Background: an optimization exercise with open tools, aiming at small area. Do not read the settings as production practice.
RTL that was checked went through simulation tests only; none was proved equivalent to the original.
Function not checked in run 4: the RTL went through the layout flow alone.
No activity file was given, so power comes from the tool's default toggle rates.

File: flow/design.v
module pm2_cpu (
    input  wire        clk,
    input  wire        rst,           
    output reg         mem_req,
    output reg         mem_we,
    output reg         mem_word,
    output reg  [31:0] mem_addr,
    output reg  [31:0] mem_wdata,
    input  wire [31:0] mem_rdata,
    input  wire        mem_ready,
    output wire        halted
);
    localparam [3:0] S_CLR  = 4'd0,    
                     S_F1   = 4'd1,    
                     S_F2   = 4'd2,    
                     S_MEM  = 4'd3,    
                     S_MD   = 4'd4,    
                     S_HALT = 4'd5,
                     S_ALU  = 4'd8,    
                     S_ADR  = 4'd9,    
                     S_LOAD = 4'd10,   
                     S_WR   = 4'd11,   
                     S_FIN  = 4'd12,   
                     S_JMP  = 4'd13;   
    reg  [3:0]   state;
    reg  [2:0]   ph;         
    reg  [1:0]   rc;         
    reg          inpass;     
    reg  [31:0]  Q, T, H;
    reg          zf, cy, cip, zacc, hs;
    reg  [2:0]   k;          
    reg          o7, o4;
    reg  [3:0]   o;
    reg  [3:0]   rd, p1, p2;
    reg  [511:0] rf;
    reg  [31:0]  ipr;
    assign halted = (state == S_HALT);
    wire ph0   = (ph == 3'd0);
    wire ph7   = (ph == 3'd7);
    wire pass  = state[3];
    wire act   = pass & (inpass | ph0);
    wire fin   = act & ph7;
    wire xfer  = mem_req & mem_ready;
    wire clr   = (state == S_CLR);
    wire [3:0] d1 = rf[{p1, 5'd0} +: 4];
    wire [3:0] d2 = rf[{p2, 5'd0} +: 4];
    wire       sub  = o[0] & ~o[2];
    wire       cin  = ph0 ? sub : cy;
    wire [4:0] asum = {1'b0, d1} + {1'b0, d2 ^ {4{sub}}} + {4'd0, cin};
    reg  [3:0] alu_r;
    always @(*) begin
        case ({o[3], o[2:0]})
            4'hC:    alu_r = d1 & d2;
            4'hD:    alu_r = d1 | d2;
            4'hE:    alu_r = d1 ^ d2;
            4'hF:    alu_r = ~d1;
            4'h0:    alu_r = d1 ^ d2;           
            default: alu_r = asum[3:0];         
        endcase
    end
    wire [3:0] ipsrc = (state == S_JMP) ? Q[3:0] : ipr[3:0];
    wire [2:0] kk    = (state == S_ADR) ? {o7, ~o7} : k;
    wire [4:0] ipsum = {1'b0, ipsrc} + {2'b0, ph0 ? kk : {2'b0, cip}};
    wire [3:0] ipnew = ipsum[3:0];
    wire       ip_we = (act & (state != S_ADR) & (state != S_LOAD)) | clr;
    wire [3:0] qtop  = (state == S_LOAD) ? d1 : ipnew;
    always @(posedge clk)
        ipr <= {ip_we ? (ipnew & {4{~clr}}) : ipr[3:0], ipr[31:4]};
    wire       ldb_hi = o7 & ~o4 & o[0] & (ph[2] | ph[1]);
    wire [3:0] wsrc   = (~o7 & ~o[0]) ? H[3:0] : Q[3:0];    
    wire [3:0] wq     = wsrc & {4{~ldb_hi}};
    wire       wr_en  = act & (((state == S_ALU) & o[3]) | (state == S_WR));
    wire [3:0] wdig   = clr ? 4'd0 : (state == S_ALU) ? alu_r : wq;
    wire [3:0] zdig   = (state == S_ALU) ? alu_r : (state == S_LOAD) ? d2 : wq;
    wire       znext  = (ph0 | zacc) & (zdig == 4'd0);
    genvar r;
    generate
        for (r = 0; r < 16; r = r + 1) begin : g_rf
            wire we = clr | (wr_en & (rd == r));
            always @(posedge clk)
                rf[r*32 +: 32] <= {we ? wdig : rf[r*32 +: 4], rf[r*32+4 +: 28]};
        end
    endgenerate
    wire        mulop = ~o[0];
    wire [32:0] ma = {H, Q[31] & ~mulop};
    wire [32:0] mb = mulop ? {1'b0, T & {32{Q[31]}}} : {~hs, T ^ {32{~hs}}};
    wire [32:0] ms;
    wire [20:0] mcy;
    assign mcy[0] = ~mulop & ~hs;
    genvar i;
    generate
        for (i = 0; i < 20; i = i + 1) begin : g_madd
            assign ms[i]    = ma[i] ^ mb[i] ^ mcy[i];
            assign mcy[i+1] = (ma[i] & mb[i]) | (mcy[i] & (ma[i] ^ mb[i]));
        end
    endgenerate
    assign ms[32:20] = ma[32:20] + mb[32:20] + {12'd0, mcy[20]};
    wire [7:0] op = mem_rdata[31:24];
    wire [7:0] b1 = mem_rdata[23:16];
    wire [7:0] b2 = mem_rdata[15:8];
    wire [7:0] b3 = mem_rdata[7:0];
    wire h1 = |b1[7:4];
    wire h2 = |b2[7:4];
    wire h3 = |b3[7:4];
    wire f_rrr  = (op[7:3] == 5'b01011) & (op[2:0] != 3'd7);
    wire f_rr   = (op == 8'h5F) | (op == 8'h60);
    wire f_md   = (op[7:1] == 7'b0101101);
    wire f_6    = (op[7:2] == 6'b100000) | (op == 8'h90);
    wire f_jmp  = (op == 8'h08);
    wire f_br   = (op[7:1] == 7'b0001000);
    wire f_take = op[0] ^ zf;
    wire f_halt = (op == 8'hFF);
    wire f_reg  = f_6 | f_rrr | f_rr;
    wire f_bad  = h1 | ((f_rrr | f_rr) & h2) | (f_rrr & h3);
    wire f_go   = f_jmp | (f_br & f_take);
    wire [3:0] f_next = f_halt ? S_HALT :
                        (f_reg & ~f_bad) ? (f_6 ? S_ADR : f_md ? S_LOAD : S_ALU) :
                        f_go ? S_ADR : S_FIN;
    wire [2:0] f_k    = f_6 ? 3'd6 : f_rrr ? 3'd4 : f_rr ? 3'd3 :
                        f_go ? 3'd0 : f_br ? 3'd5 : 3'd1;
    always @(*) begin
        mem_req   = (state == S_F1) | (state == S_F2) | (state == S_MEM);
        mem_we    = (state == S_MEM) & o[1];
        mem_word  = ~((state == S_MEM) & o[0]);
        mem_addr  = Q;
        mem_wdata = T;
    end
    always @(posedge clk) begin
        H  <= (state == S_LOAD || state == S_WR) ? {4'd0, H[31:4]} : ms[31:0];
        hs <= (state == S_MD) & ms[32];
    end
    always @(posedge clk) begin
        ph <= ph + 3'd1;
        if (act) begin
            zacc <= znext;
            cy   <= asum[4];
            cip  <= ipsum[4];
        end
        if (rst) begin
            state  <= S_CLR;
            ph     <= 3'd0;
            inpass <= 1'b0;
            zf     <= 1'b0;
            k      <= 3'd0;
        end else begin
            inpass <= act & ~ph7;
            case (state)
                S_CLR: if (ph7) state <= S_FIN;
                S_F1: if (xfer) begin
                    o7 <= op[7];
                    o4 <= op[4];
                    o  <= op[3:0];
                    rd <= b1[3:0];
                    p1 <= b2[3:0];
                    p2 <= (op[7] | ~op[3]) ? b1[3:0] : b3[3:0];
                    k  <= f_k;
                    state <= f_next;
                end
                S_F2: if (xfer) begin
                    Q <= mem_rdata;
                    if (!o7)
                        state <= (!o4 && mem_rdata[31:24] != 8'd0) ? S_HALT : S_JMP;
                    else
                        state <= o4 ? S_WR : S_MEM;
                end
                S_MEM: if (xfer) begin
                    Q     <= mem_rdata;
                    state <= o[1] ? S_FIN : S_WR;
                end
                S_MD: begin
                    Q  <= {Q[30:0], ~ms[32]};
                    if (ph7) begin
                        rc <= rc + 2'd1;
                        if (rc == 2'd3)
                            state <= S_WR;
                    end
                end
                S_HALT: ;    
                default: if (act) begin    
                    Q <= {qtop, Q[31:4]};
                    if (state == S_ADR || state == S_LOAD)
                        T <= {d2, T[31:4]};
                    rc <= 2'd0;
                    if (ph7) begin
                        case (state)
                            S_ALU:   zf <= znext;
                            S_WR:    if (!o7) zf <= znext;
                            default: ;
                        endcase
                        case (state)
                            S_ADR:   state <= S_F2;
                            S_LOAD:  state <= (o[0] & znext) ? S_FIN : S_MD;
                            default: state <= S_F1;
                        endcase
                    end
                end
            endcase
        end
    end
endmodule
File: flow/flow/run.sh
#!/bin/bash
set -e
export BUFFER_PORTS_ARGS="-buffer_cell sky130_fd_sc_hd__buf_1"
export CTS_ARGS="-sink_clustering_enable -repair_clock_nets -dont_use_dummy_load -buf_list sky130_fd_sc_hd__clkbuf_8 -sink_clustering_size 18 -sink_clustering_max_diameter 80"
bash standard.sh > standard.log 2>&1
File: flow/standard.sh
#!/bin/bash
# synth_recipe.tcl (not shown) runs the flow's synth.tcl, then flattens the netlist and writes it again
# the make line also repeats each setting of config.mk as NAME=value (left out here)
make -C /OpenROAD-flow-scripts/flow DESIGN_CONFIG=/design/flow/config.mk WORK_HOME=/design/flow/orfs CLKGATE_MAP_FILE= SYNTH_SCRIPT=/design/flow/synth_recipe.tcl "${@:-finish}"
File: flow/config.mk
export PLATFORM = sky130hd
export DESIGN_NAME = pm2_cpu
export DESIGN_NICKNAME = pm2_cpu
export VERILOG_FILES = /design/flow/design.v
export SDC_FILE = /design/flow/constraint.sdc
export NUM_CORES = 4
export LEC_CHECK = 0
export CAP_MARGIN = 20
export CORE_MARGIN = 2
export CORE_UTILIZATION = 55
export PLACE_DENSITY = 0.8
export SLEW_MARGIN = 20
File: flow/constraint.sdc
create_clock -name core_clock -period 12.0 [get_ports {clk}]
set_input_delay 2.4000 -clock core_clock [delete_from_list [all_inputs] [get_ports {clk}]]
set_output_delay 2.4000 -clock core_clock [all_outputs]
set_load 0.01 [all_outputs]
==> results of run 1 <==
[worst register-to-register path, delay by kind of cell (launching register included)]
family,cells,cell delay [ps]
multiplexers,1,260
flip-flops,1,440
XOR/XNOR,1,150
AO/OA/AOI/OAI,7,1360
buffers and inverters,1,80
adder cells (fa/ha/maj),22,8820
[state kept, by name, indices dropped and copies added (netlist names), 2 cells and up]
register and cells:
ph 3, o 4, state 4, ipr 32, p2 4, H 32, Q 32, rd 4
p1 4, rc 2, k 3, rf 512, T 32
[cells in the mapped netlist (25+ instances only)]
master and instances:
nor2_1 91, ha_1 29, dfxtp_1 589, a22oi_1 39, edfxtp_1 87, nand3_1 25
o21ai_0 97, clkbuf_1 48, inv_1 34, mux4_2 28, a21oi_1 108, fa_1 25
nand2_1 157
[path summary, 6_finish.rpt]
| check | slack (ps) | end | start |
|---|---|---|---|
| hold reg to reg | 290 | rf[110] | rf[114] |
| setup / recovery | 630 | Q[0] | o[0] |
| setup reg to reg | 630 | Q[0] | o[0] |
| hold / removal | 290 | rf[110] | rf[114] |
[layout by cell type, fill, tap and decap left out, drive strengths merged, types with 4 or more instances in the layout]
cell type and n:
clkbuf 43, or3 4, and2 9, nor2b 19, a211oi 9, a22oi 39, nor4 9, mux4 32
mux2 4, ha 29, fa 25, o22ai 6, mux2i 21, and3 4, xor2 7, buf 117
a31oi 4, a221oi 4, o21a 4, nor2 92, nor3 22, or2 4, xnor2 12, a21oi 109
inv 34, or4 4, edfxtp 87, dfxtp 589, o21ai 101, a21o 7, nand2 158, nand3 25
nand2b 14, nand3b 4
[cell type report]
cell class | count | share of cell area [%]
Sequential cell | 676 | 66.0
Tap cell | 468 | 2.68
Multi-Input combinational cell | 818 | 25.8
Inverter | 34 | 0.584
Clock buffer | 43 | 2.71
Timing Repair Buffer | 117 | 2.27
[kinds of logic after synthesis]
family / after synthesis / synth area share (%)
flip-flops: 676 / 70.4
adder cells (fa/ha/maj): 54 / 4.22
AND/OR/NAND/NOR: 381 / 8.61
XOR/XNOR: 19 / 0.814
AO/OA/AOI/OAI: 307 / 8.89
multiplexers: 57 / 4.85
buffers and inverters: 101 / 2.19
[metrics by stage]
step	utilization, %	power, mW	cell area, sq um	cells
2_1_floorplan	-	2.94	20500	1595
3_3_place_gp	58.0	3.08	21200	2113
4_1_cts	59.7	4.04	21800	2156
6_report	59.7	4.02	21800	2156
3_5_place_dp	58.0	3.11	21200	2113
5_1_grt	59.7	4.21	21800	2156
[layer usage]
metal / vias to the layer above / share of wire (%) / routed length, microns / global-route usage, %
li1: 5653 / - / - / -
met1: 5745 / 43 / 17900 / 29.8
met2: 491 / 46 / 18900 / 33.9
met3: 73 / 8.6 / 3570 / 4.38
met4: 0 / 2.7 / 1130 / 7.13
met5: - / 0 / 0 / 0
[power breakdown]
group | switching [mW] | leakage (nW) | internal [mW] | total, mW
clock network | 0.624 | 0.309 | 0.324 | 0.948
registers | 0.0609 | 5.54 | 2.37 | 2.43
logic | 0.405 | 2.48 | 0.229 | 0.634
total | 1.09 | 8.33 | 2.93 | 4.02
==> metrics.cfg, run 1 <==
[hold_path]
hold_path_class = flop to flop
timing.hold.worst_path_depth = 0

[status]
status = finished clean

[placed_design]
place_worst_setup_slack_ps = 616
routabilityCongestion = 0.945
dp_hpwl_microns = 28800
numPortBuffers = 102

[die]
floorplan.die.width_microns = 197
floorplan.initialDensity_pct = 55.9
std_cell_rows = 70
die_area_sq_um = 38700
die-height_microns = 197
num_io_pins = 103
coreArea_sq_um = 36600

[critical_path]
family_with_the_most_delay_on_the_worst_path = adder cells
critical_path.slowest_cell = fa_1
cp.arrival_ps = 11700
critical-path-top-cell-by-count = fa_1
timing.critical_path.buf_inv = 1
crit_required_ps = 12330
category_of_the_most_critical_setup_path = flop to flop
cp_slowest_stage_delay_ps = 450
endpoint_kind = flop
worst-path-max-fanout = 3
critical_path_cell_count = 32
crit_path_start_kind = flop
worst_r2r_path_depth = 32

[global_route]
antenna_found_initial = 0
grt_first_pass_wirelength_microns = 64000
remaining_global_route_overflow = 0
pin_count_of_the_biggest_net_entering_global_routing = 66
track_usage_pct = 21.5
first_global_vias = 11400

[cts]
cts.htree.levels = 2
clock_sinks = 676
post_cts_repair_resize_count = 0
root_buffer = clkbuf_8
clk_pin_slew_ps = 120
clk-insertion-delay-late_ps = 610
cts_tree = done
tritoncts.num_buffers = 43
ctsHoldBuffers = 0
clock_tree.buffer_depth = 3
cts_setup_buffers = 0

[synthesis]
ys_async_sr_fraction_pct = 0
synth-edff-count = 87
synth_largest_type_area_fraction_pct = 57.7
synth.avg_cell_area_sq_um = 12.8
synth.cell_area_sq_um = 20500
most_area_hungry_cell_type_in_the_yosys_netlist = dfxtp_1
synth-seq-cells = 676
yosysWarnings = 1
synth_seq_area_share_pct = 70.4
synthFlopType = dfxtp_1
synthDistinctLibCells = 72
cell_types_occupying_the_most_area_after_synthesis = dfxtp_1 58%, edfxtp_1 13%, mux4_2 3.1%, nand2_1 2.9%, a21oi_1 2.6%
netlist_instances = 1595
postSynthNetCount = 1684

[drt]
totalWireLength_microns = 41500
avgRoutedWirePerCell_microns = 19.3
tritonroute_pass_1_iters = 7
antenna_violating_nets_post_route = 0
number_of_drc_violations_after_detailed_routing = 0
routed-via-count = 12000
vias_per_cell = 5.55
first_iter_violations = 985

[sta]
max_freq_mhz = 88.0
worst_slew_pin_slew_ps = 1100
final_critical_path_setup_slack_ps = 634
post-route-min-period_ps = 11370
slew_headroom_pct = 26.6
worst_clock_skew_ps = 52.0
rsz0062_at_grt = false
final-hold-violation-count = 0
final_count_of_pins_violating_max_slew = 0
period_share_pct = 94.7
setup_tns_ps = 0
setup_violations = 0
whs_ps = 293

[power_and_ir_drop]
vdd_ir_drop_max_v = 0.000133
p_per_area_nw_per_um2 = 184
power.leakage_nw = 8.33

[cells_and_area]
layout.nets = 1779
fillers = 2872
final_layout_size_suffix_gt1_share_pct = 6.46
areaGrowthSynthToFinish_pct = 6.78
multi_input_combinational_cell_area_sq_um = 5630
diode_count = 0
ff_latch_area_sq_um = 14400

[flow_run]
max_cap_viol_count = 0

==> run 2, diff against run 1 <==
--- a/flow/config.mk
+++ b/flow/config.mk
@@ -10,3 +10,2 @@
 export CORE_UTILIZATION = 55
-export PLACE_DENSITY = 0.8
 export SLEW_MARGIN = 20
==> run 2 against run 1 <==
  * Still clean on timing, DRC and antenna
  * Die area stayed put
  * Core utilization barely moved
  * Sequential share of layout area is essentially flat
  * Critical path type unchanged
  * Largest power group unchanged
==> metrics.cfg, run 2 <==
[cells_and_area]
layout.nets = 1781
layout_commonest_cell = dfxtp_1
largest_register_ffs = 512
most-common-layout-cells = 589 x dfxtp_1, 156 x nand2_1, 108 x a21oi_1
regMostFlops = rf
diode_count = 0
final_layout_size_suffix_gt1_share_pct = 6.57
areaGrowthSynthToFinish_pct = 6.85

[drt]
vias_per_cell = 5.42
number_of_drc_violations_after_detailed_routing = 0
totalWireLength_microns = 41300
avgRoutedWirePerCell_microns = 19.1
tritonroute_pass_1_iters = 5
antenna_violating_nets_post_route = 0
routed-via-count = 11700
first_iter_violations = 686

[synthesis]
synth-xor-area-share_pct = 0.814
cell_types_occupying_the_most_area_after_synthesis = dfxtp_1 58%, edfxtp_1 13%, mux4_2 3.1%, nand2_1 2.9%, a21oi_1 2.6%
synth.avg_cell_area_sq_um = 12.8
ys_async_sr_fraction_pct = 0
netlist_instances = 1595
synth-edff-count = 87
yosys.area_share.adder_pct = 4.22
synthDistinctLibCells = 72
yosys.area_share.simple_pct = 8.61
synth_largest_type_area_fraction_pct = 57.7
synth_top_family_by_area = compound AO/OA/AOI/OAI gates
synth.mux.area_fraction_pct = 4.85
synth_seq_area_share_pct = 70.4
most_area_hungry_cell_type_in_the_yosys_netlist = dfxtp_1
most_used_standard_cell_by_instance_count_after_synthesis = dfxtp_1
postSynthNetCount = 1684
synth.cell_area_sq_um = 20500
compound_gate_fraction_of_synth_area_pct = 8.89
yosysWarnings = 1
synthFlopType = dfxtp_1
post_synth_most_frequent_cells = 589 x dfxtp_1, 157 x nand2_1, 108 x a21oi_1
synth-seq-cells = 676

[placed_design]
numPortBuffers = 102
routabilityCongestion = 0.869
dp_hpwl_microns = 28400

[cts]
clk-insertion-delay-late_ps = 630
cts.htree.levels = 2
tritoncts.num_buffers = 43
post_cts_repair_resize_count = 0
ctsHoldBuffers = 0
clk_pin_slew_ps = 120
clock_tree.buffer_depth = 3
clock_sinks = 676
cts_tree = done
cts_setup_buffers = 0
root_buffer = clkbuf_8

[critical_path]
crit_path_start_kind = flop
worst_flop_to_flop_path_endpoint = Q[0]
category_of_the_most_critical_setup_path = flop to flop
critical-path-top-cell-by-count = fa_1
critical_path_cell_count = 32
cp_slowest_stage_delay_ps = 450
crit_required_ps = 12390
worst_r2r_path_depth = 32
family_with_the_most_delay_on_the_worst_path = adder cells
critical_path.slowest_cell = edfxtp_1
timing.rr.start = o[0]
endpoint_kind = flop
cp.arrival_ps = 11700
reg2reg_slack_ps = 690
timing.critical_path.buf_inv = 1
worst-path-max-fanout = 4

[die]
floorplan.initialDensity_pct = 55.9
coreArea_sq_um = 36600
floorplan.die.width_microns = 197
num_io_pins = 103
std_cell_rows = 70
die_area_sq_um = 38700
die-height_microns = 197

[sta]
post-route-min-period_ps = 11310
slew_headroom_pct = 24.5
rsz0062_at_grt = false
final_count_of_pins_violating_max_slew = 0
max_freq_mhz = 88.4
setup_violations = 0
setup_tns_ps = 0
period_share_pct = 94.3
worst_slew_pin_slew_ps = 1130
final-hold-violation-count = 0
worst_clock_skew_ps = 44.8

[power_and_ir_drop]
vdd_ir_drop_max_v = 0.000132
power.leakage_nw = 8.34
p_per_area_nw_per_um2 = 184
post-layout-total-power_mw = 4.01

[global_route]
antenna_found_initial = 0
grt_first_pass_wirelength_microns = 63700
remaining_global_route_overflow = 0
track_usage_pct = 21.5
pin_count_of_the_biggest_net_entering_global_routing = 66
first_global_vias = 11100

[hold_path]
timing.hold.worst_path_depth = 0
hp-start = ipr[5]
hold_path_class = flop to flop
whs_endpoint = ipr[1]

[status]
status = finished clean

[flow_run]
max_cap_viol_count = 0

run 2: cell counts after synthesis:
No cell type changed its count.
run 2: worst reg2reg max path: cells and delay by family (launching register included):
family                     cells  cell delay [ps]
DFF                            1              450
adders and majority gates     22             8750
AOI/OAI and AO/OA              7             1360
xor gates and xnor gates       1              150
muxes                          1              270
buffers and inverters          1               80
run 2: routing by layer:
layer	global-route usage [%]	wire, microns	vias up
met1	31.1	19500	5618
met5	0	0	-
met4	7.27	1250	0
met3	4.33	2520	76
met2	32.6	18000	351
li1	-	-	5645
run 2: how the worst max path moves through the flow:
stage / start / endpoint / slack, ps
finish: o[0] / Q[0] / 690
global route: o[0] / Q[0] / 230
CTS: o[0] / Q[0] / 600
detailed placement: o[0] / Q[0] / 650
global placement: o[0] / Q[0] / 800
floorplan: o[0] / Q[0] / 330
run 2: cell type report:
type / instances / area, sq um
clock buffer: 43 / 592
fill: 2999 / 14800
inverter: 34 / 128
multi-input combinational: 818 / 5630
sequential: 676 / 14400
tap: 468 / 586
timing repair buffer: 119 / 510
run 2: power by group:
part | switching [mW] | internal [mW]
Combinational | 0.407 | 0.228
Sequential | 0.0544 | 2.37
Clock | 0.626 | 0.324
Total | 1.09 | 2.92
run 2: through the flow:
step	worst slack, ps	util (%)	cell area [sq um]	hold slack, ps	std cells
after CTS	599	59.7	21900	325	2158
after floorplan	333	-	20500	310	1595
final	688	59.7	21900	323	2158
after global routing	233	59.7	21900	330	2158
after global placement	799	58.1	21300	310	2115
after detailed placement	654	58.1	21300	312	2115
run 2: logic make-up (layout without fill, tap and decap cells):
kind of cell,count (synthesis),count (layout)
flops,676,676
fa+ha+maj,54,54
mux,57,57
xor+xnor,19,19
buf+inv,101,196
simple gates,381,381
compound gates,307,307
==> run 3, diff against run 2 <==
--- a/flow/config.mk
+++ b/flow/config.mk
@@ -9,3 +9,3 @@
 export CORE_MARGIN = 2
-export CORE_UTILIZATION = 55
+export CORE_UTILIZATION = 65
 export SLEW_MARGIN = 20
==> run 3 against run 2 <==
  * Total power is 0.22% higher
  * Worst setup slack worse by 140 ps
  * Clock power is 0.5% lower
  * Sequential share of layout area is 0.30 points higher
  * Final area is 0.45% lower
  * Worst hold slack worse by 3.6 ps
  * Non-clock buffer count is 1 lower
==> metrics.cfg, run 3 <==
[status]
status = finished clean

[die]
die_area_sq_um = 32900
std_cell_rows = 64
num_io_pins = 103
floorplan.initialDensity_pct = 66.5
coreArea_sq_um = 30700
floorplan.die.width_microns = 181
die-height_microns = 181

[synthesis]
most_area_hungry_cell_type_in_the_yosys_netlist = dfxtp_1
synth.avg_cell_area_sq_um = 12.8
synth.mux.area_fraction_pct = 4.85
yosys.area_share.adder_pct = 4.22
synth_seq_area_share_pct = 70.4
compound_gate_fraction_of_synth_area_pct = 8.89
synth.cell_area_sq_um = 20500
postSynthNetCount = 1684
synth-seq-cells = 676
synth-edff-count = 87
synthFlopType = dfxtp_1
synth-xor-area-share_pct = 0.814
synth_top_family_by_area = compound AO/OA/AOI/OAI gates
post_synth_most_frequent_cells = 589 x dfxtp_1, 157 x nand2_1, 108 x a21oi_1
netlist_instances = 1595
synthDistinctLibCells = 72
synth_largest_type_area_fraction_pct = 57.7
cell_types_occupying_the_most_area_after_synthesis = dfxtp_1 58%, edfxtp_1 13%, mux4_2 3.1%, nand2_1 2.9%, a21oi_1 2.6%
yosysWarnings = 1
ys_async_sr_fraction_pct = 0
yosys.area_share.simple_pct = 8.61
most_used_standard_cell_by_instance_count_after_synthesis = dfxtp_1

[sta]
final_count_of_pins_violating_max_slew = 0
worst_slew_pin_slew_ps = 1090
setup_tns_ps = 0
rsz0062_at_grt = false
worst_clock_skew_ps = 28.8
whs_ps = 320
final-hold-violation-count = 0
setup_violations = 0
slew_headroom_pct = 27.6
post-route-min-period_ps = 11450
period_share_pct = 95.4
max_freq_mhz = 87.3

[power_and_ir_drop]
vdd_ir_drop_max_v = 0.000148
sequential_share_of_power_pct = 60.5
clkPwrFrac_pct = 23.5
p_per_area_nw_per_um2 = 185
power.share.combinational_pct = 16.0
power.switching_fraction_pct = 27.1
power.leakage_nw = 8.33
switchingPower_mw = 1.09
power_report.internal_total_mw = 2.93

[cells_and_area]
largest_register_ffs = 512
areaGrowthSynthToFinish_pct = 6.37
most-common-layout-cells = 589 x dfxtp_1, 156 x nand2_1, 108 x a21oi_1
layout.nets = 1780
diode_count = 0
fillers = 2204
regMostFlops = rf
ff_latch_area_sq_um = 14400
final_layout_size_suffix_gt1_share_pct = 6.51
multi_input_combinational_cell_area_sq_um = 5630
layout_commonest_cell = dfxtp_1
final-instance-count-excl-fill = 2085

[drt]
vias_per_cell = 5.72
routed-via-count = 11900
tritonroute_pass_1_iters = 6
number_of_drc_violations_after_detailed_routing = 0
first_iter_violations = 1113
antenna_violating_nets_post_route = 0
avgRoutedWirePerCell_microns = 19.6
totalWireLength_microns = 40900

[critical_path]
endpoint_kind = flop
worst-path-max-fanout = 4
critPathLaunch = o[0]
timing.critical_path.buf_inv = 1
timing.rr.start = o[0]
cp.arrival_ps = 11790
category_of_the_most_critical_setup_path = flop to flop
cp_slowest_stage_delay_ps = 480
critical-path-top-cell-by-count = fa_1
crit_path_start_kind = flop
crit_required_ps = 12340
family_with_the_most_delay_on_the_worst_path = adder cells
critical_path.slowest_cell = fa_1

[cts]
clock_tree.buffer_depth = 3
cts_tree = done
cts.htree.levels = 2
cts_setup_buffers = 0
tritoncts.num_buffers = 43
clk_pin_slew_ps = 110
ctsHoldBuffers = 0
clock_sinks = 676
clk-insertion-delay-late_ps = 580
root_buffer = clkbuf_8
post_cts_repair_resize_count = 0

[global_route]
remaining_global_route_overflow = 0
first_global_vias = 11400
antenna_found_initial = 0
track_usage_pct = 24.6
pin_count_of_the_biggest_net_entering_global_routing = 66
grt_first_pass_wirelength_microns = 62800

[placed_design]
dp_hpwl_microns = 28100
routabilityCongestion = 0.894
post-place-cells = 2042
numPortBuffers = 102

[flow_run]
max_cap_viol_count = 0

[hold_path]
hold_path_class = flop to flop
hp-start = rf[134]

## run 3: cell types whose count changed in the layout (fill, tap and decap cells not counted)
cell   before  now
buf_4      17   16
## run 3: layout make-up
| cell class | instances | area share (%) |
|---|---|---|
| Clock buffer | 43 | 2.72 |
| Inverter | 34 | 0.587 |
| Multi-Input combinational cell | 818 | 25.9 |
| Sequential cell | 676 | 66.2 |
| Tap cell | 396 | 2.28 |
| Timing Repair Buffer | 118 | 2.31 |
## run 3: per-layer routing
metal | routed length, microns | up-vias | track usage, %
met1 | 17900 | 5771 | 33.7
met2 | 19300 | 412 | 40.6
met4 | 1200 | 0 | 8.16
met3 | 2460 | 91 | 3.81
li1 | - | 5654 | -
met5 | 0 | - | 0
## run 3: power by group through the flow
stage | clock, mW | combinational, mW | sequential [mW]
global placement | 0 | 0.611 | 2.48
global route | 1.05 | 0.717 | 2.44
finish | 0.945 | 0.643 | 2.43
detailed placement | 0 | 0.632 | 2.48
CTS | 0.970 | 0.637 | 2.43
floorplan | 0 | 0.481 | 2.46
## run 3: kinds of logic after synthesis
logic type	count (synthesis)
and+or+nand+nor	381
buffers and inverters	101
DFF	676
xor gates and xnor gates	19
adders and majority gates	54
muxes	57
AOI/OAI and AO/OA	307
## run 3: through the flow
step	utilization [%]	power [mW]	worst slack [ps]	cell area (sq um)
floorplan	-	2.94	333	20500
global placement	68.8	3.09	775	21200
detailed placement	68.8	3.11	577	21200
CTS	70.8	4.04	537	21800
global route	70.8	4.21	106	21800
finish	70.8	4.02	550	21800
## run 3: path summary, 6_finish.rpt
check	end	slack (ps)	cells past startpoint
min reg2reg	rf[130]	320	0
max	Q[0]	550	32
min	rf[130]	320	0
max reg2reg	Q[0]	550	32
==> run 4, diff against run 3 <==
--- a/flow/design.v
+++ b/flow/design.v
@@ -18,2 +18,3 @@
                      S_HALT = 4'd5,
+                     S_TL   = 4'd6,    
                      S_ALU  = 4'd8,    
@@ -34,2 +35,3 @@
     reg  [3:0]   rd, p1, p2;
+    reg          tl2;        
     reg  [511:0] rf;
@@ -44,4 +46,10 @@
     wire clr   = (state == S_CLR);
-    wire [3:0] d1 = rf[{p1, 5'd0} +: 4];
-    wire [3:0] d2 = rf[{p2, 5'd0} +: 4];
+    wire [7:0] op = mem_rdata[31:24];
+    wire [7:0] b1 = mem_rdata[23:16];
+    wire [7:0] b2 = mem_rdata[15:8];
+    wire [7:0] b3 = mem_rdata[7:0];
+    wire [3:0] f_p2 = (op[7] | ~op[3]) ? b1[3:0] : b3[3:0];
+    wire [3:0] ps = (state == S_F1) ? f_p2 : p2;
+    wire [3:0] d1 = rf[{ps, 5'd0} +: 4];
+    wire [3:0] d2 = T[3:0];
     wire       sub  = o[0] & ~o[2];
@@ -73,4 +81,4 @@
     wire [3:0] wdig   = clr ? 4'd0 : (state == S_ALU) ? alu_r : wq;
-    wire [3:0] zdig   = (state == S_ALU) ? alu_r : (state == S_LOAD) ? d2 : wq;
-    wire       znext  = (ph0 | zacc) & (zdig == 4'd0);
+    wire [3:0] zdig   = (state == S_ALU) ? alu_r : pass ? wq : d1;
+    wire       znext  = (pass ? (ph0 | zacc) : (state != S_TL) | zacc) & (zdig == 4'd0);
     genvar r;
@@ -97,6 +105,2 @@
     assign ms[32:20] = ma[32:20] + mb[32:20] + {12'd0, mcy[20]};
-    wire [7:0] op = mem_rdata[31:24];
-    wire [7:0] b1 = mem_rdata[23:16];
-    wire [7:0] b2 = mem_rdata[15:8];
-    wire [7:0] b3 = mem_rdata[7:0];
     wire h1 = |b1[7:4];
@@ -112,10 +116,25 @@
     wire f_halt = (op == 8'hFF);
-    wire f_reg  = f_6 | f_rrr | f_rr;
-    wire f_bad  = h1 | ((f_rrr | f_rr) & h2) | (f_rrr & h3);
-    wire f_go   = f_jmp | (f_br & f_take);
-    wire [3:0] f_next = f_halt ? S_HALT :
-                        (f_reg & ~f_bad) ? (f_6 ? S_ADR : f_md ? S_LOAD : S_ALU) :
-                        f_go ? S_ADR : S_FIN;
-    wire [2:0] f_k    = f_6 ? 3'd6 : f_rrr ? 3'd4 : f_rr ? 3'd3 :
-                        f_go ? 3'd0 : f_br ? 3'd5 : 3'd1;
+    reg  [2:0] f_k;
+    reg  [3:0] f_next;
+    always @(*) begin
+        f_k    = 3'd1;
+        f_next = S_FIN;
+        if (f_halt) begin
+            f_next = S_HALT;
+        end else if (f_6) begin
+            f_k    = 3'd6;
+            f_next = h1 ? S_FIN : op[1] ? S_TL : S_ADR;
+        end else if (f_rrr) begin
+            f_k    = 3'd4;
+            f_next = (h1 | h2 | h3) ? S_FIN : S_TL;
+        end else if (f_rr) begin
+            f_k    = 3'd3;
+            f_next = (h1 | h2) ? S_FIN : S_TL;
+        end else if (f_jmp | (f_br & f_take)) begin
+            f_k    = 3'd0;
+            f_next = S_ADR;
+        end else if (f_br) begin
+            f_k    = 3'd5;
+        end
+    end
     always @(*) begin
@@ -131,6 +150,12 @@
     end
+    wire t_load = (state == S_F1) | (state == S_TL);
+    wire t_hold = (state == S_F2) | (state == S_MEM) | (state == S_MD) | halted;
+    always @(posedge clk)
+        if (!t_hold)
+            T <= {t_load ? d1 : T[3:0], T[31:4]};
     always @(posedge clk) begin
         ph <= ph + 3'd1;
+        if (act | t_load)
+            zacc <= znext;
         if (act) begin
-            zacc <= znext;
             cy   <= asum[4];
@@ -154,3 +179,4 @@
                     p1 <= b2[3:0];
-                    p2 <= (op[7] | ~op[3]) ? b1[3:0] : b3[3:0];
+                    p2 <= f_p2;
+                    tl2 <= ~ph0 & ~ph7;
                     k  <= f_k;
@@ -177,2 +203,11 @@
                 end
+                S_TL: if (ph7) begin
+                    tl2 <= 1'b0;
+                    if (!tl2)
+                        p2 <= p1;
+                    if (!tl2)
+                        state <= o7 ? S_ADR :
+                                 (o[3:1] != 3'b101) ? S_ALU :
+                                 (o[0] & znext) ? S_FIN : S_LOAD;
+                end
                 S_HALT: ;    
@@ -180,4 +215,2 @@
                     Q <= {qtop, Q[31:4]};
-                    if (state == S_ADR || state == S_LOAD)
-                        T <= {d2, T[31:4]};
                     rc <= 2'd0;
@@ -191,3 +224,3 @@
                             S_ADR:   state <= S_F2;
-                            S_LOAD:  state <= (o[0] & znext) ? S_FIN : S_MD;
+                            S_LOAD:  state <= S_MD;
                             default: state <= S_F1;
==> flow/flow/run.sh (replaced) <==
#!/bin/bash
set -e
export BUFFER_PORTS_ARGS="-buffer_cell sky130_fd_sc_hd__buf_1"
export CTS_ARGS="-sink_clustering_enable -repair_clock_nets -dont_use_dummy_load -buf_list sky130_fd_sc_hd__clkbuf_8 -sink_clustering_size 20 -sink_clustering_max_diameter 50"
bash standard.sh > standard.log 2>&1
--- a/flow/config.mk
+++ b/flow/config.mk
@@ -9,3 +9,3 @@
 export CORE_MARGIN = 2
-export CORE_UTILIZATION = 65
+export CORE_UTILIZATION = 55
 export SLEW_MARGIN = 20
==> run 4 against run 3 <==
  * Worst setup slack better by 370 ps
  * Non-clock buffer count is 2 higher
  * Die area is 17% higher
  * Sequential power is 4% higher
  * Core utilization is 11 points lower
  * Global-route usage is 2.8 points lower
  * Via count is 0.20% lower
  * Synthesized area is 0.56% lower
  * Routed wire length is 1.1% higher
  * Critical endpoint unchanged
==> metrics.cfg, run 4 <==
[status]
status = finished clean

[synthesis]
postSynthNetCount = 1733
most_area_hungry_cell_type_in_the_yosys_netlist = dfxtp_1
synth.avg_cell_area_sq_um = 12.4
post_synth_most_frequent_cells = 589 x dfxtp_1, 145 x nand2_1, 107 x o21ai_0
synthDistinctLibCells = 69
most_used_standard_cell_by_instance_count_after_synthesis = dfxtp_1
netlist_instances = 1644
synth_largest_type_area_fraction_pct = 58.0
synth-seq-cells = 677
synth-edff-count = 88
ys_async_sr_fraction_pct = 0
cell_types_occupying_the_most_area_after_synthesis = dfxtp_1 58%, edfxtp_1 13%, nand2_1 2.7%, o21ai_0 2.6%, a21oi_1 2.6%
synth.cell_area_sq_um = 20300
synthFlopType = dfxtp_1
synth_seq_area_share_pct = 71.0
yosysWarnings = 1

[critical_path]
category_of_the_most_critical_setup_path = flop to flop
reg2reg_slack_ps = 920
cp.arrival_ps = 11410
crit_path_start_kind = flop
cp_slowest_stage_delay_ps = 650
critical-path-top-cell-by-count = fa_1
crit_required_ps = 12320
worst-path-max-fanout = 32
endpoint_kind = flop
critical_path.slowest_cell = mux2_2

[drt]
tritonroute_pass_1_iters = 5
first_iter_violations = 816
avgRoutedWirePerCell_microns = 18.6
vias_per_cell = 5.37
number_of_drc_violations_after_detailed_routing = 0
routed-via-count = 11900
totalWireLength_microns = 41300
antenna_violating_nets_post_route = 0

[cts]
cts.htree.levels = 2
clock_tree.buffer_depth = 3
root_buffer = clkbuf_8
cts_tree = done
post_cts_repair_resize_count = 0
cts_setup_buffers = 0
tritoncts.num_buffers = 49
clock_sinks = 677
ctsHoldBuffers = 0
clk-insertion-delay-late_ps = 660
clk_pin_slew_ps = 100

[sta]
whs_ps = 304
period_share_pct = 92.4
setup_violations = 0
setup_tns_ps = 0
final_count_of_pins_violating_max_slew = 0
final-hold-violation-count = 0
worst_slew_pin_slew_ps = 925
rsz0062_at_grt = false
slew_headroom_pct = 37.8
final_critical_path_setup_slack_ps = 916
worst_clock_skew_ps = 85.8
post-route-min-period_ps = 11080
max_freq_mhz = 90.2

[cells_and_area]
most-common-layout-cells = 589 x dfxtp_1, 144 x nand2_1, 107 x o21ai_0
fillers = 3056
areaGrowthSynthToFinish_pct = 7.56
regMostFlops = rf
final_layout_size_suffix_gt1_share_pct = 5.37
layout.nets = 1841
largest_register_ffs = 512
diode_count = 0
layout_commonest_cell = dfxtp_1

[placed_design]
place_worst_setup_slack_ps = 978
routabilityCongestion = 0.878
dp_hpwl_microns = 28100
numPortBuffers = 102

[global_route]
grt_first_pass_wirelength_microns = 64800
first_global_vias = 11700
remaining_global_route_overflow = 0
track_usage_pct = 21.8
pin_count_of_the_biggest_net_entering_global_routing = 65
antenna_found_initial = 0

[power_and_ir_drop]
p_per_area_nw_per_um2 = 187
vdd_ir_drop_max_v = 0.000124
power.leakage_nw = 8.44

[die]
floorplan.die.width_microns = 196
std_cell_rows = 70
num_io_pins = 103
die_area_sq_um = 38500
die-height_microns = 196
floorplan.initialDensity_pct = 55.7
coreArea_sq_um = 36500

[flow_run]
max_cap_viol_count = 0

[hold_path]
hold_path_class = flop to flop

## run 4: cell count changes in the layout (fill, tap and decap cells not counted), sizes merged, moves of 6 or more
cell,previous run,this run
clkbuf,43,49
o21ai,101,108
inv,34,41
nor2b,19,12
nand2,158,145
nor2,92,98
a21o,7,18
nand3,25,70
mux4,32,5
a22oi,39,31
mux2i,21,30
## run 4: layout make-up
class | instances | area, sq um | area share (%)
sequential | 677 | 14400 | 66.0
multi-input combinational | 863 | 5490 | 25.1
clock buffer | 49 | 674 | 3.08
tap | 468 | 586 | 2.68
timing repair buffer | 120 | 538 | 2.46
inverter | 41 | 154 | 0.704
## run 4: layer usage
layer | global-route usage, % | vias up | routed length (microns)
li1 | - | 5823 | -
met1 | 28.8 | 5676 | 18600
met2 | 34.9 | 307 | 18900
met3 | 4.16 | 98 | 2150
met4 | 10.1 | 0 | 1620
met5 | 0 | - | 0
## run 4: worst paths after layout
path | startpoint | endpoint | depth (start not counted)
max reg2reg | o[0] | Q[0] | 34
min reg2reg | rf[119] | rf[115] | 0
min | rf[119] | rf[115] | 0
max | o[0] | Q[0] | 34
## run 4: where the power goes
group | leakage [nW] | internal [mW] | total [mW] | switching, mW
clock network | 0.352 | 0.366 | 1.01 | 0.643
logic | 2.49 | 0.252 | 0.565 | 0.314
registers | 5.60 | 2.42 | 2.52 | 0.101
## run 4: metrics by stage
step | cell area (sq um) | power [mW] | util (%) | instances
finish | 21900 | 4.10 | 59.9 | 2218
global route | 21900 | 4.33 | 59.9 | 2218
CTS | 21800 | 4.15 | 59.8 | 2217
detailed placement | 21200 | 3.14 | 58.0 | 2168
global placement | 21200 | 3.13 | 58.0 | 2168
floorplan | 20300 | 2.96 | - | 1644
## run 4: critical path, delay by kind of cell, from the launching register on
| kind | cells | cell delay [ps] |
|---|---|---|
| adders and majority gates | 22 | 8190 |
| DFF | 1 | 400 |
| AOI/OAI and AO/OA | 9 | 1310 |
| buffers and inverters | 1 | 80 |
| muxes | 1 | 650 |
| xor gates and xnor gates | 1 | 220 |
## run 4: cells by family (layout without fill, tap and decap cells)
kind of cell             after synthesis  after routing  share of synthesized area [%]
AND/OR/NAND/NOR                      411            411                           9.38
XOR/XNOR                              20             20                          0.861
flip-flops                           677            677                           71.0
AO/OA/AOI/OAI                        336            336                           9.94
buffers and inverters                104            210                           2.15
adder cells (fa/ha/maj)               54             54                           4.25
multiplexers                          42             42                           2.45

-- separate check: timing with driven ports --
Ports are ideal in the flow. The routed layouts listed here were re-timed in OpenROAD. Step 1, drivers: a clkbuf_16 drives clk and a buf_2 each remaining input, both assumed. Step 2, shift: input delay + t, output delay - t, t = (earliest + latest rising clock arrival at the registers) / 2. This alone moves slack from input paths to output paths. a / b / c = no drivers / after step 1 / after step 2; a / b = the first two.
run	t, ns	setup slack, ns	worst setup path after step 2	latest minus earliest clock arrival (ns)
run 1	0.631	0.634 / 0.634 / 0.634	register to register	0.052 / 0.053
run 2	0.658	0.688 / 0.688 / 0.688	register to register	0.046 / 0.046
run 3	0.619	0.550 / 0.550 / 0.550	register to register	0.035 / 0.035
run 4	0.669	0.916 / 0.916 / 0.916	register to register	0.086 / 0.086
After both steps every run listed still meets setup and hold.
